From an optimization exercise on the open Yosys and OpenROAD flow, aimed at small area; shortcuts taken in it are not production practice.
In this exercise RTL edits were held to simulation tests only and were not proved equivalent to the original.
The clock port is modelled as an ideal driver; clocking choices that lean on that would not hold on a real chip.
No activity file was given, so power comes from the tool's default toggle rates.

==> flow/design.v (excerpt) <==
module crc32_engine (
    input  wire        clk,
    input  wire        rst,
    input  wire        cmd_valid,
    output wire        cmd_ready,
    input  wire [7:0]  cmd,
    input  wire [31:0] din,
    output wire [31:0] dout,
    output wire        err
);
For scale: roughly 73 flip-flops, roughly 3000 sq um of cells after synthesis.
==> flow/config.mk <==
export PLATFORM = sky130hd
export DESIGN_NAME = crc32_engine
export DESIGN_NICKNAME = crc32_engine
export VERILOG_FILES = /design/flow/design.v
export SDC_FILE = /design/flow/constraint.sdc
export NUM_CORES = 4
export LEC_CHECK = 0
export CAP_MARGIN = 20
export CORE_MARGIN = 2
export CORE_UTILIZATION = 40
export SLEW_MARGIN = 20
export SYNTH_HIERARCHICAL = 1
export SYNTH_MEMORY_MAX_BITS = 65536
export SYNTH_MINIMUM_KEEP_SIZE = 0
==> flow/constraint.sdc <==
create_clock -name core_clock -period 8.0 [get_ports {clk}]
set_input_delay 1.6000 -clock core_clock [delete_from_list [all_inputs] [get_ports {clk}]]
set_output_delay 1.6000 -clock core_clock [all_outputs]
set_load 0.01 [all_outputs]
standard.sh (not shown) runs the stock make flow with config.mk's settings and CLKGATE_MAP_FILE= SYNTH_SCRIPT=/design/flow/synth_recipe.tcl, a recipe that flattens the netlist after the stock synthesis.
==> flow/flow/run.sh <==
#!/bin/bash
# Layout: the standard flow (standard.sh), with these changes:
#  - after floorplan, every combinational cell is sized down to the smallest
#    cell of its function (flow/downsize.tcl); repair_design and
#    repair_timing size up again where needed;
#  - the port buffers are the smallest buffer (buf_1) instead of the
#    buffer_ports default;
#  - clock tree synthesis uses clkbuf_4, in clusters of at most 10 sinks,
#    and inserts no dummy load cells; after it, a clock buffer whose sinks
#    see too slow a slew is sized up (flow/clkfix.tcl).
# Every input and output port still gets its own buffer. The output of the
# whole run goes to flow_run.log in this folder; ORFS keeps each step's log
# under orfs/logs/.
set -euo pipefail
here=$(pwd)
bash standard.sh \
  POST_FLOORPLAN_TCL="$here/flow/downsize.tcl" \
  POST_CTS_TCL="$here/flow/clkfix.tcl" \
  BUFFER_PORTS_ARGS="-buffer_cell sky130_fd_sc_hd__buf_1" \
  CTS_ARGS="-sink_clustering_enable -repair_clock_nets -dont_use_dummy_load -buf_list sky130_fd_sc_hd__clkbuf_4 -sink_clustering_size 10" \
  finish > flow_run.log 2>&1
Other scripts of this flow, unchanged in this note and not shown: flow/flow/clkfix.tcl, flow/flow/downsize.tcl
Change:
--- a/flow/design.v
+++ b/flow/design.v
@@ -18,47 +18,35 @@
         end else begin : g_n
             crc32_nand2 u_x (.a(d), .b(dm), .y(x_n));
         end
     endgenerate
     crc32_xor2 u_y (.a(keep_n), .b(x_n), .y(y));
 endmodule
 module crc32_dbit #(
+    parameter TAP = 1'b0,
     parameter LD  = 1'b0
 ) (
     input  wire o,       
     input  wire o_up,    
     input  wire d,       
     input  wire p,       
     input  wire q,       
     input  wire ld,      
+    input  wire fb,      
     output wire y
 );
-    assign y = (p & o_up) | (q & o) | (d & ld & LD);
-endmodule
-module crc32_dtap #(
-    parameter LD  = 1'b0
-) (
-    input  wire o,       
-    input  wire o_up,    
-    input  wire d,       
-    input  wire pn,      
-    input  wire qn,      
-    input  wire ld,      
-    input  wire fb,
-    output wire y
-);
-    wire keep_n;
-    crc32_o22ai u_k (.a1(pn), .a2(o_up), .b1(qn), .b2(o), .y(keep_n));
-    generate
-        if (LD) begin : g_l
-            wire k;
+    generate
+        if (TAP && LD) begin : g_tl
+            wire keep_n, k;
+            crc32_a22oi u_k (.a1(p), .a2(o_up), .b1(q), .b2(o), .y(keep_n));
             crc32_xnor2 u_f (.a(keep_n), .b(fb), .y(k));
             crc32_a21o  u_y (.a1(d), .a2(ld), .b1(k), .y(y));
-        end else begin : g_n
-            crc32_xnor2 u_f (.a(keep_n), .b(fb), .y(y));
+        end else begin : g_b
+            wire keep = (p & o_up) | (q & o);
+            assign y = (keep ^ (fb & TAP)) | (d & ld & LD);
         end
     endgenerate
 endmodule
 module crc32_inv    (input wire a, output wire y);          assign y = !a;                      endmodule
 module crc32_or2    (input wire a, b, output wire y);       assign y = a | b;                   endmodule
 module crc32_nor2   (input wire a, b, output wire y);       assign y = !(a | b);                endmodule
 module crc32_nor3   (input wire a, b, c, output wire y);    assign y = !(a | b | c);            endmodule
@@ -162,40 +150,34 @@
                 .s(s_q[i]), .s_up(s_nxt[i]), .d(din[i]), .pn(pn_s[i / 16]),
                 .qn(qn_s[i / 16]), .dm(dm[i / 8]), .fb(fb_s[i < 21 ? 0 : 1]), .y(s_d[i]));
         end
     endgenerate
     always @(posedge clk)
         s_q <= s_d;
     wire fb_d, xn, d_in;
-    wire [1:0] p_d, q_d;
-    wire nop2, clr_d, pn_d, qn_d;
+    wire [2:0] p_d, q_d;
+    wire nop2, clr_d;
     crc32_inv   u_nop2 (.a(op[2]), .y(nop2));
-    crc32_or2   u_clrd (.a(rst), .b(a_tab), .y(clr_d));              
-    crc32_nor2  u_pd0  (.a(rst), .b(nop2), .y(p_d[0]));              
+    crc32_or2   u_clrd (.a(rst), .b(a_tab), .y(clr_d));
+    crc32_nor2  u_pd0  (.a(rst), .b(nop2), .y(p_d[0]));           
     crc32_nor2  u_pd1  (.a(rst), .b(nop2), .y(p_d[1]));
+    crc32_nor2  u_pd2  (.a(rst), .b(nop2), .y(p_d[2]));
     crc32_nor2  u_qd0  (.a(op[2]), .b(clr_d), .y(q_d[0]));
     crc32_nor2  u_qd1  (.a(op[2]), .b(clr_d), .y(q_d[1]));
-    crc32_nand2 u_pnd  (.a(op[2]), .b(nrst), .y(pn_d));
-    crc32_or2   u_qnd  (.a(op[2]), .b(clr_d), .y(qn_d));
-    crc32_a31o  u_fbd  (.a1(op[2]), .a2(op[1]), .a3(d_q[0]), .b1(clr_d), .y(fb_d));
+    crc32_nor2  u_qd2  (.a(op[2]), .b(clr_d), .y(q_d[2]));
+    crc32_and4b u_fbd (.an(rst), .b(op[2]), .c(op[1]), .d(d_q[0]), .y(fb_d));   
     crc32_xor2  u_xn  (.a(s_q[0]), .b(op[0]), .y(xn));
     crc32_mux2  u_din (.a0(xn), .a1(d_q[0]), .s(op[1]), .y(d_in));
     wire [31:0] d_nxt = {d_in, d_q[31:1]};
     wire [31:0] d_d;
     generate
         for (i = 0; i < 32; i = i + 1) begin : g_d
-            if (i < 31 && POLY[i]) begin : g_t
-                crc32_dtap #(.LD(i < 8 ? 1'b1 : 1'b0)) u_d (
-                    .o(d_q[i]), .o_up(d_nxt[i]), .d(din[i]), .pn(pn_d), .qn(qn_d),
-                    .ld(a_tab), .fb(fb_d), .y(d_d[i]));
-            end else begin : g_p
-                crc32_dbit #(.LD(i < 8 ? 1'b1 : 1'b0)) u_d (
-                    .o(d_q[i]), .o_up(d_nxt[i]), .d(din[i]), .p(p_d[i / 16]),
-                    .q(q_d[i / 16]), .ld(a_tab), .y(d_d[i]));
-            end
+            crc32_dbit #(.TAP(i < 31 ? POLY[i] : 1'b0), .LD(i < 8 ? 1'b1 : 1'b0)) u_d (
+                .o(d_q[i]), .o_up(d_nxt[i]), .d(din[i]), .p(p_d[i < 8 ? 0 : i < 16 ? 1 : 2]),
+                .q(q_d[i < 8 ? 0 : i < 16 ? 1 : 2]), .ld(a_tab), .fb(fb_d), .y(d_d[i]));
         end
     endgenerate
     always @(posedge clk)
         d_q <= d_d;
     wire e, last, nd;
     wire [2:0] op_d;
     crc32_nand4 u_e    (.a(c[3]), .b(c[2]), .c(c[1]), .d(c[0]), .y(e));
After rerunning: Sequential power goes down by 4.9%; clock skew goes down by 6.9 ps; hold slack is about the same; register-to-register slack is better by 100 ps; worst setup slack barely changes; critical path depth is unchanged; synthesized cell count does not change; combinational power goes down by 39%; maximum frequency stays flat.


Another version of the RTL of crc32_engine (not shown whole).
Size: about 290 cells after synthesis, about 73 flip-flops, ~77 I/O pins, ~3200 sq um of cells after synthesis.
Design crc32_engine, start of the top module:
module crc32_engine (
    input  wire        clk,
    input  wire        rst,
    input  wire        cmd_valid,
    output wire        cmd_ready,
    input  wire [7:0]  cmd,
    input  wire [31:0] din,
    output wire [31:0] dout,
    output wire        err
);
clock: 8.0 ns
lec_check: 0
cap_margin: 20
core_margin: 2
core_utilization: 40
slew_margin: 20
synth_hierarchical: 1
synth_memory_max_bits: 65536
synth_minimum_keep_size: 0
Scripts as last shown in full above: flow/flow/run.sh
Other scripts of this flow, unchanged in this note and not shown: flow/flow/clkfix.tcl, flow/flow/downsize.tcl
Change:
--- a/flow/design.v
+++ b/flow/design.v
@@ -137,40 +137,38 @@
     generate
         for (i = 0; i < 32; i = i + 1) begin : g_s
             crc32_sbit #(.TAP(i < 31 ? POLY[i] : 1'b0)) u_s (
                 .s(sn[i]), .s_up(sn_nxt[i]), .d(din[i]), .p(p_s[i / 16]),
                 .q(q_s[i / 16]), .dm(dm[i / 8]), .fb(fb_s[i / 16]), .y(sn_d[i]));
         end
     endgenerate
     always @(posedge clk)
         sn <= sn_d;
     wire fb_d, xn, d_in;
-    wire [2:0] p_d, q_d;
+    wire [1:0] p_d, q_d;
     wire nop2, clr_d;
     crc32_inv   u_nop2 (.a(op[2]), .y(nop2));
     crc32_or2   u_clrd (.a(rst), .b(a_tab), .y(clr_d));
     crc32_nor2  u_pd0  (.a(rst), .b(nop2), .y(p_d[0]));           
     crc32_nor2  u_pd1  (.a(rst), .b(nop2), .y(p_d[1]));
-    crc32_nor2  u_pd2  (.a(rst), .b(nop2), .y(p_d[2]));
     crc32_nor2  u_qd0  (.a(op[2]), .b(clr_d), .y(q_d[0]));
     crc32_nor2  u_qd1  (.a(op[2]), .b(clr_d), .y(q_d[1]));
-    crc32_nor2  u_qd2  (.a(op[2]), .b(clr_d), .y(q_d[2]));
     crc32_and4b u_fbd (.an(rst), .b(op[2]), .c(op[1]), .d(d_q[0]), .y(fb_d));   
     crc32_xnor2 u_xn  (.a(sn[0]), .b(op[0]), .y(xn));
     crc32_mux2  u_din (.a0(xn), .a1(d_q[0]), .s(op[1]), .y(d_in));
     wire [31:0] d_nxt = {d_in, d_q[31:1]};
     wire [31:0] d_d;
     generate
         for (i = 0; i < 32; i = i + 1) begin : g_d
             crc32_dbit #(.TAP(i < 31 ? POLY[i] : 1'b0), .LD(i < 8 ? 1'b1 : 1'b0)) u_d (
-                .o(d_q[i]), .o_up(d_nxt[i]), .d(din[i]), .p(p_d[i < 8 ? 0 : i < 16 ? 1 : 2]),
-                .q(q_d[i < 8 ? 0 : i < 16 ? 1 : 2]), .ld(a_tab), .fb(fb_d), .y(d_d[i]));
+                .o(d_q[i]), .o_up(d_nxt[i]), .d(din[i]), .p(p_d[i / 16]),
+                .q(q_d[i / 16]), .ld(a_tab), .fb(fb_d), .y(d_d[i]));
         end
     endgenerate
     always @(posedge clk)
         d_q <= d_d;
     wire e, last, nd;
     wire [2:0] op_d;
     crc32_nand4 u_e    (.a(c[3]), .b(c[2]), .c(c[1]), .d(c[0]), .y(e));
     crc32_nor2b u_last (.a(e), .bn(c[4]), .y(last));               
     crc32_nor3  u_nd   (.a(last), .b(p1), .c(rst), .y(nd));         
     crc32_a22o  u_op2  (.a1(k[6]), .a2(go), .b1(op[2]), .b2(nd), .y(op_d[2]));
After rerunning:
- The changed run passed the timing, design-rule and antenna checks
- worst setup slack loses 0.12 ns
- non-clock buffer count grows by 2
- die area stays flat
- hold slack gains 0.0065 ns
- global-route usage goes up by 0.48 points
- via count shrinks slightly
- utilization increases by 0.29 points
- sequential share of layout area is about the same

[static timing again, ports no longer ideal]
No port has a modelled driver above. Below, the same layouts with a new extraction and two added sets of constraints.
Step 1 sets driving cells, clkbuf_16 on the clock port and buf_2 on the other inputs (assumed; they add their load-dependent delay and slew).
Step 2 times the ports against the registers' clock, not the clock port: input delays grow and output delays shrink by t, the midpoint of the rising clock arrivals with the driver on.
a / b / c = ideal ports / drivers / drivers and shift; a / b = the first two.
| run | shift t [ns] | setup slack, ns | latest minus earliest clock arrival (ns) | slew at the worst register clock pin (ns) | cell pins on the clock port's net |
|---|---|---|---|---|---|
| the first run of note 1 | 0.425 | 3.715 / 3.710 / 3.285 | 0.034 / 0.034 | 0.10 / 0.10 | 1 |
| the second run of note 1 | 0.427 | 3.717 / 3.708 / 3.280 | 0.026 / 0.025 | 0.09 / 0.09 | 1 |
| the first run of note 2 | 0.423 | 3.598 / 3.602 / 3.179 | 0.024 / 0.024 | 0.10 / 0.10 | 1 |
| the second run of note 2 | 0.400 | 3.480 / 3.471 / 3.071 | 0.035 / 0.034 | 0.11 / 0.11 | 1 |
After both steps setup and hold are still met in every run listed. The setup slack of the second run of note 1, which loses most, moves by -0.009 ns with the drivers and by -0.437 ns with both steps.
